This is an optimization exercise on Yosys and OpenROAD, whose aim is small area, not a production implementation. In this exercise RTL edits were held to simulation tests only and were not proved equivalent to the original. No activity file was given, so power comes from the tool's default toggle rates.

==> 11-19 <==
==> flow/design.v <==
module locomm_fcd (
    input  wire        clk,
    input  wire        rst,
    input  wire        rx_valid,
    input  wire [7:0]  rx_data,
    output wire        rx_ready,
    output reg         fr_valid,
    output reg  [3:0]  fr_route,
    output wire [2:0]  fr_status,
    output wire [15:0] fr_size,
    output wire [31:0] fr_type,
    output wire [31:0] fr_tag,
    input  wire [3:0]  mb_sel,
    input  wire        mb_take,
    output wire [8:0]  mb_ready,
    output wire [31:0] mb_tag,
    output wire [15:0] mb_size,
    output wire [2:0]  mb_status,
    input  wire        iq_pop,
    output wire [2:0]  iq_level,
    output wire [31:0] iq_tag,
    output wire [15:0] iq_size,
    output wire [2:0]  iq_status
);
    reg  [15:0] cnt;         
    reg  [1:0]  tph;         
    reg  [15:0] size;        
    reg  [31:0] type_r;      
    reg  [31:0] tag_r;       
    reg  [15:0] crc;         
    reg         st_bad;      
    reg         crc_bad;     
    reg         end_bad;     
    assign rx_ready = 1'b1;
    wire take = rx_valid;
    wire [15:0] size_n = {size[7:0], rx_data};        
    wire hdr    = (cnt[15:4] == 12'd0);
    wire b0     = hdr && (cnt[3:0] == 4'd4);
    wire b1     = hdr && (cnt[3:0] == 4'd5);
    wire b3     = hdr && (cnt[3:0] == 4'd7);
    wire b23    = hdr && (cnt[3:1] == 3'd3);          
    wire b01    = hdr && (cnt[3:1] == 3'd2);          
    wire btype  = hdr && (cnt[3:2] == 2'd2);          
    wire btag   = hdr && (cnt[3:2] == 2'd3);          
    wire past3  = (cnt[15:3] != 13'd0);                
    wire tstart = (tph == 2'd0) && past3 && (cnt == size);
    wire short3 = b3 && (size_n[15:3] == 13'd0);     
    wire last   = (tph == 2'd3) ||
                  (short3 && (size_n[2:0] <= 3'd4));
    reg [15:0] crc_upd;
    integer i;
    always @* begin
        crc_upd = crc ^ {8'h00, rx_data};
        for (i = 0; i < 8; i = i + 1)
            crc_upd = crc_upd[0] ? ((crc_upd >> 1) ^ 16'h8408) : (crc_upd >> 1);
    end
    wire [7:0] crc_byte = (tph == 2'd0) ? crc[15:8] : crc[7:0];
    wire       crc_ne   = (rx_data != crc_byte);
    always @(posedge clk) begin
        if (rst) begin
            cnt <= 16'd4;
            tph <= 2'd0;
        end else if (take) begin
            cnt <= last ? 16'd4 : cnt + 16'd1;
            if (last)
                tph <= 2'd0;
            else if (short3)
                tph <= 2'd0 - size_n[1:0];
            else if (tstart || tph != 2'd0)
                tph <= tph + 2'd1;
        end
    end
    always @(posedge clk) begin
        if (take) begin
            if (b23)   size   <= size_n;
            if (btype) type_r <= {type_r[23:0], rx_data};
            if (btag)  tag_r  <= {tag_r[23:0], rx_data};
            if (b0)      st_bad <= (rx_data != 8'h12);
            else if (b1) st_bad <= st_bad | (rx_data != 8'h34);
            if (b01)
                crc <= 16'h0000;
            else if (tph == 2'd0 && !tstart)
                crc <= crc_upd;
            if (tstart)          crc_bad <= crc_ne;
            else if (tph == 2'd1) crc_bad <= crc_bad | crc_ne;
            if (tph == 2'd2)      end_bad <= (rx_data != 8'h56);
            else if (tph == 2'd3) end_bad <= end_bad | (rx_data != 8'h78);
        end
    end
    always @(posedge clk) begin
        if (rst) fr_valid <= 1'b0;
        else     fr_valid <= take && last;
    end
    wire short16 = (size[15:4] == 12'd0);
    wire [1:0] st_code = st_bad  ? 2'b01 :
                         short16   ? 2'b10 :
                         crc_bad ? 2'b11 :
                         end_bad ? 2'b10 : 2'b00;
    function [2:0] st_dec(input [1:0] e, input sm);
        st_dec = {e[1] & ~e[0] & ~sm, e[1] & (e[0] | sm), e[0]};
    endfunction
    assign fr_status = st_dec(st_code, short16);
    assign fr_size   = size;
    assign fr_type   = type_r;
    assign fr_tag    = tag_r;
    always @* begin
        if (size[15:3] == 13'd0)
            fr_route = 4'd11;
        else begin
            case (type_r)
                32'h5057414B: fr_route = 4'd0;    
                32'h5350414B: fr_route = 4'd1;    
                32'h5250414B: fr_route = 4'd2;    
                32'h5341434B: fr_route = 4'd3;    
                32'h4443414B: fr_route = 4'd4;    
                32'h534E414B: fr_route = 4'd5;    
                32'h5343414B: fr_route = 4'd6;    
                32'h4550414B: fr_route = 4'd7;    
                32'h4750414B: fr_route = 4'd8;    
                32'h53454E44: fr_route = 4'd9;    
                default:      fr_route = 4'd10;
            endcase
        end
    end
    wire [49:0] entry = {tag_r, size, st_code};
    reg [8:0]  mb_rdy;
    reg [49:0] mb_d [0:8];
    integer k;
    always @(posedge clk) begin
        for (k = 0; k < 9; k = k + 1) begin
            if (rst)
                mb_rdy[k] <= 1'b0;
            else if (fr_valid && fr_route == k)
                mb_rdy[k] <= 1'b1;
            else if (mb_take && mb_sel == k)
                mb_rdy[k] <= 1'b0;
            if (fr_valid && fr_route == k)
                mb_d[k] <= entry;
        end
    end
    assign mb_ready = mb_rdy;
    wire [49:0] mb_q = mb_sel[3] ? mb_d[8] : mb_d[mb_sel[2:0]];
    assign mb_tag    = mb_q[49:18];
    assign mb_size   = mb_q[17:2];
    assign mb_status = st_dec(mb_q[1:0], mb_q[17:6] == 12'd0);
    reg [49:0] iq_d [0:3];
    reg [1:0]  iq_rd;
    reg [2:0]  iq_cnt;
    wire       do_pop  = iq_pop && (iq_cnt != 3'd0);
    wire       do_push = fr_valid && (fr_route == 4'd9) && (!iq_cnt[2] || iq_pop);
    wire [1:0] iq_wr   = iq_rd + iq_cnt[1:0];
    always @(posedge clk) begin
        if (rst) begin
            iq_rd  <= 2'd0;
            iq_cnt <= 3'd0;
        end else begin
            if (do_pop)
                iq_rd <= iq_rd + 2'd1;
            iq_cnt <= iq_cnt - {2'd0, do_pop} + {2'd0, do_push};
        end
        if (do_push)
            iq_d[iq_wr] <= entry;
    end
    wire [49:0] iq_q = iq_d[iq_rd];
    assign iq_level  = iq_cnt;
    assign iq_tag    = iq_q[49:18];
    assign iq_size   = iq_q[17:2];
    assign iq_status = st_dec(iq_q[1:0], iq_q[17:6] == 12'd0);
endmodule
==> flow/run.sh <==
#!/bin/bash
# synth_recipe.tcl (not shown) runs the flow's synth.tcl, then flattens the netlist and writes it again
# the make line also repeats each setting of config.mk as NAME=value (left out here)
make -C /OpenROAD-flow-scripts/flow DESIGN_CONFIG=/design/flow/config.mk WORK_HOME=/design/flow/orfs CLKGATE_MAP_FILE= SYNTH_SCRIPT=/design/flow/synth_recipe.tcl finish
==> flow/config.mk <==
export PLATFORM = sky130hd
export DESIGN_NAME = locomm_fcd
export DESIGN_NICKNAME = locomm_fcd
export VERILOG_FILES = /design/flow/design.v
export SDC_FILE = /design/flow/constraint.sdc
export NUM_CORES = 4
export LEC_CHECK = 0
export CAP_MARGIN = 20
export CORE_MARGIN = 2
export CORE_UTILIZATION = 40
export PLACE_DENSITY = 0.6
export SLEW_MARGIN = 20
==> flow/constraint.sdc <==
create_clock -name core_clock -period 10.0 [get_ports {clk}]
set_input_delay 2.0000 -clock core_clock [delete_from_list [all_inputs] [get_ports {clk}]]
set_output_delay 2.0000 -clock core_clock [all_outputs]
set_load 0.01 [all_outputs]
==> inputs of 04-10, as changes to 11-19 <==
--- a/flow/design.v
+++ b/flow/design.v
@@ -125,5 +125,5 @@
     wire [49:0] entry = {tag_r, size, st_code};
     reg [8:0]  mb_rdy;
-    reg [49:0] mb_d [0:8];
+    reg [9*50-1:0] mb_d;     
     integer k;
     always @(posedge clk) begin
@@ -136,13 +136,19 @@
                 mb_rdy[k] <= 1'b0;
             if (fr_valid && fr_route == k)
-                mb_d[k] <= entry;
+                mb_d[k*50 +: 50] <= entry;
         end
     end
     assign mb_ready = mb_rdy;
-    wire [49:0] mb_q = mb_sel[3] ? mb_d[8] : mb_d[mb_sel[2:0]];
+    reg [49:0] mb_q;
+    integer r;
+    always @* begin
+        mb_q = {50{mb_sel[3]}} & mb_d[8*50 +: 50];
+        for (r = 0; r < 8; r = r + 1)
+            mb_q = mb_q | ({50{~mb_sel[3] && mb_sel[2:0] == r}} & mb_d[r*50 +: 50]);
+    end
     assign mb_tag    = mb_q[49:18];
     assign mb_size   = mb_q[17:2];
     assign mb_status = st_dec(mb_q[1:0], mb_q[17:6] == 12'd0);
-    reg [49:0] iq_d [0:3];
+    reg [4*50-1:0] iq_d;     
     reg [1:0]  iq_rd;
     reg [2:0]  iq_cnt;
@@ -159,8 +165,14 @@
             iq_cnt <= iq_cnt - {2'd0, do_pop} + {2'd0, do_push};
         end
-        if (do_push)
-            iq_d[iq_wr] <= entry;
+        for (k = 0; k < 4; k = k + 1)
+            if (do_push && iq_wr == k)
+                iq_d[k*50 +: 50] <= entry;
     end
-    wire [49:0] iq_q = iq_d[iq_rd];
+    reg [49:0] iq_q;
+    always @* begin
+        iq_q = 50'd0;
+        for (r = 0; r < 4; r = r + 1)
+            iq_q = iq_q | ({50{iq_rd == r}} & iq_d[r*50 +: 50]);
+    end
     assign iq_level  = iq_cnt;
     assign iq_tag    = iq_q[49:18];
==> flow/flow/run.sh (new file) <==
#!/bin/bash
# Standard layout (standard.sh) with these changes:
#  - synthesis maps with an area-oriented abc script (flow/synth.tcl);
#  - every port still gets a buffer, but a buf_1 rather than clkdlybuf4s50_1;
#  - clock tree: clkbuf_8 buffers, larger sink clusters, no dummy loads.
set -euo pipefail
W=$PWD
export AREA_ABC_SCRIPT=$W/flow/abc_area.script
bash standard.sh SYNTH_SCRIPT=$W/flow/synth.tcl \
  "BUFFER_PORTS_ARGS=-buffer_cell sky130_fd_sc_hd__buf_1" \
  "CTS_ARGS=-sink_clustering_enable -sink_clustering_size 19 -sink_clustering_max_diameter 70 -buf_list sky130_fd_sc_hd__clkbuf_8 -dont_use_dummy_load" \
  finish > $W/standard.log 2>&1
==> flow/flow/abc_area.script (new file) <==
strash
dc2
dch -f
amap -F 3 -A 5
buffer -c
topo
==> flow/flow/synth.tcl (new file) <==
# The standard flow's synthesis (synth_recipe.tcl) with one change: abc maps with an
# area-oriented script (flow/abc_area.script) in place of ORFS's.
proc synth {args} { yosys synth -nofsm -noshare {*}$args }
proc abc {args} {
  set i [lsearch -exact $args -script]
  if { $i >= 0 } {
    lset args [expr { $i + 1 }] $::env(AREA_ABC_SCRIPT)
  }
  yosys abc {*}$args
}
source $::env(SCRIPTS_DIR)/synth.tcl
# left out here: clear keep_hierarchy, flatten, clean up, hide names made inside functions, write 1_2_yosys.v
==> flow/standard.sh (new file) <==
#!/bin/bash
# synth_recipe.tcl (not shown) runs the flow's synth.tcl, then flattens the netlist and writes it again
# the make line also repeats each setting of config.mk as NAME=value (left out here)
make -C /OpenROAD-flow-scripts/flow DESIGN_CONFIG=/design/flow/config.mk WORK_HOME=/design/flow/orfs CLKGATE_MAP_FILE= SYNTH_SCRIPT=/design/flow/synth_recipe.tcl "${@:-finish}"
--- a/flow/config.mk
+++ b/flow/config.mk
@@ -8,5 +8,5 @@
 export CAP_MARGIN = 20
 export CORE_MARGIN = 2
-export CORE_UTILIZATION = 40
-export PLACE_DENSITY = 0.6
+export CORE_UTILIZATION = 70
+export PLACE_DENSITY = 0.8
 export SLEW_MARGIN = 20
removed: flow/run.sh
==> run summary <==
quantity                                                                   04-10                    11-19
Status                                                   complete, no violations  complete, no violations
Met3 global-route usage                                                   0.0509                   0.0513
Worst Clk Skew                                                         0.0350 ns                0.0324 ns
Effective utilization at floorplan                                         0.706                    0.405
Cell area after placement                                             30100 um^2               34000 um^2
Final Cell Area                                                       30700 um^2               36600 um^2
Worst min-delay path startpoint                             type_r[12]$_DFFE_PP_     type_r[14]$_DFFE_PP_
Avg WL per Cell                                                          27.9 um                  24.5 um
Total of flip-flops plus latches after synthesis                             782                      784
Internal cell power                                                      4.16 mW                  5.59 mW
Area fraction of clock buffers and clock inverters                        0.0211                   0.0699
Cell type of the slowest stage on the worst timing path                   nor4_1                 clkinv_1
Area share of the largest cell type after synthesis                        0.763                    0.728
Vias in the first global route                                             16800                    17200
Finished Layout Cells                                                       2412                     3123
Number of flip-flops and latches                                             782                      784
Post-layout worst setup margin                                           2.54 ns                  2.20 ns

[static timing again, ports no longer ideal]
No port has a modelled driver above. Below, the same layouts with a new extraction and two added sets of constraints. Step 1 assumes that a clkbuf_16 drives the clock port and a buf_2 every other input. Step 2 also shifts input and output timing later by t, the mid clock arrival at the registers, as if the neighbouring blocks saw the same clock. a / b / c = no drivers / after step 1 / after step 2; a / b = the first two.
run	t (ns)	setup slack, ns	worst setup path after step 2
11-19	0.683	2.202 / 2.168 / 2.168	input to output
04-10	0.686	2.539 / 2.493 / 2.493	input to output
After both steps setup and hold are still met in every run listed. The setup slack of 04-10, which loses most, moves by -0.046 ns with the drivers and by -0.046 ns with both steps.
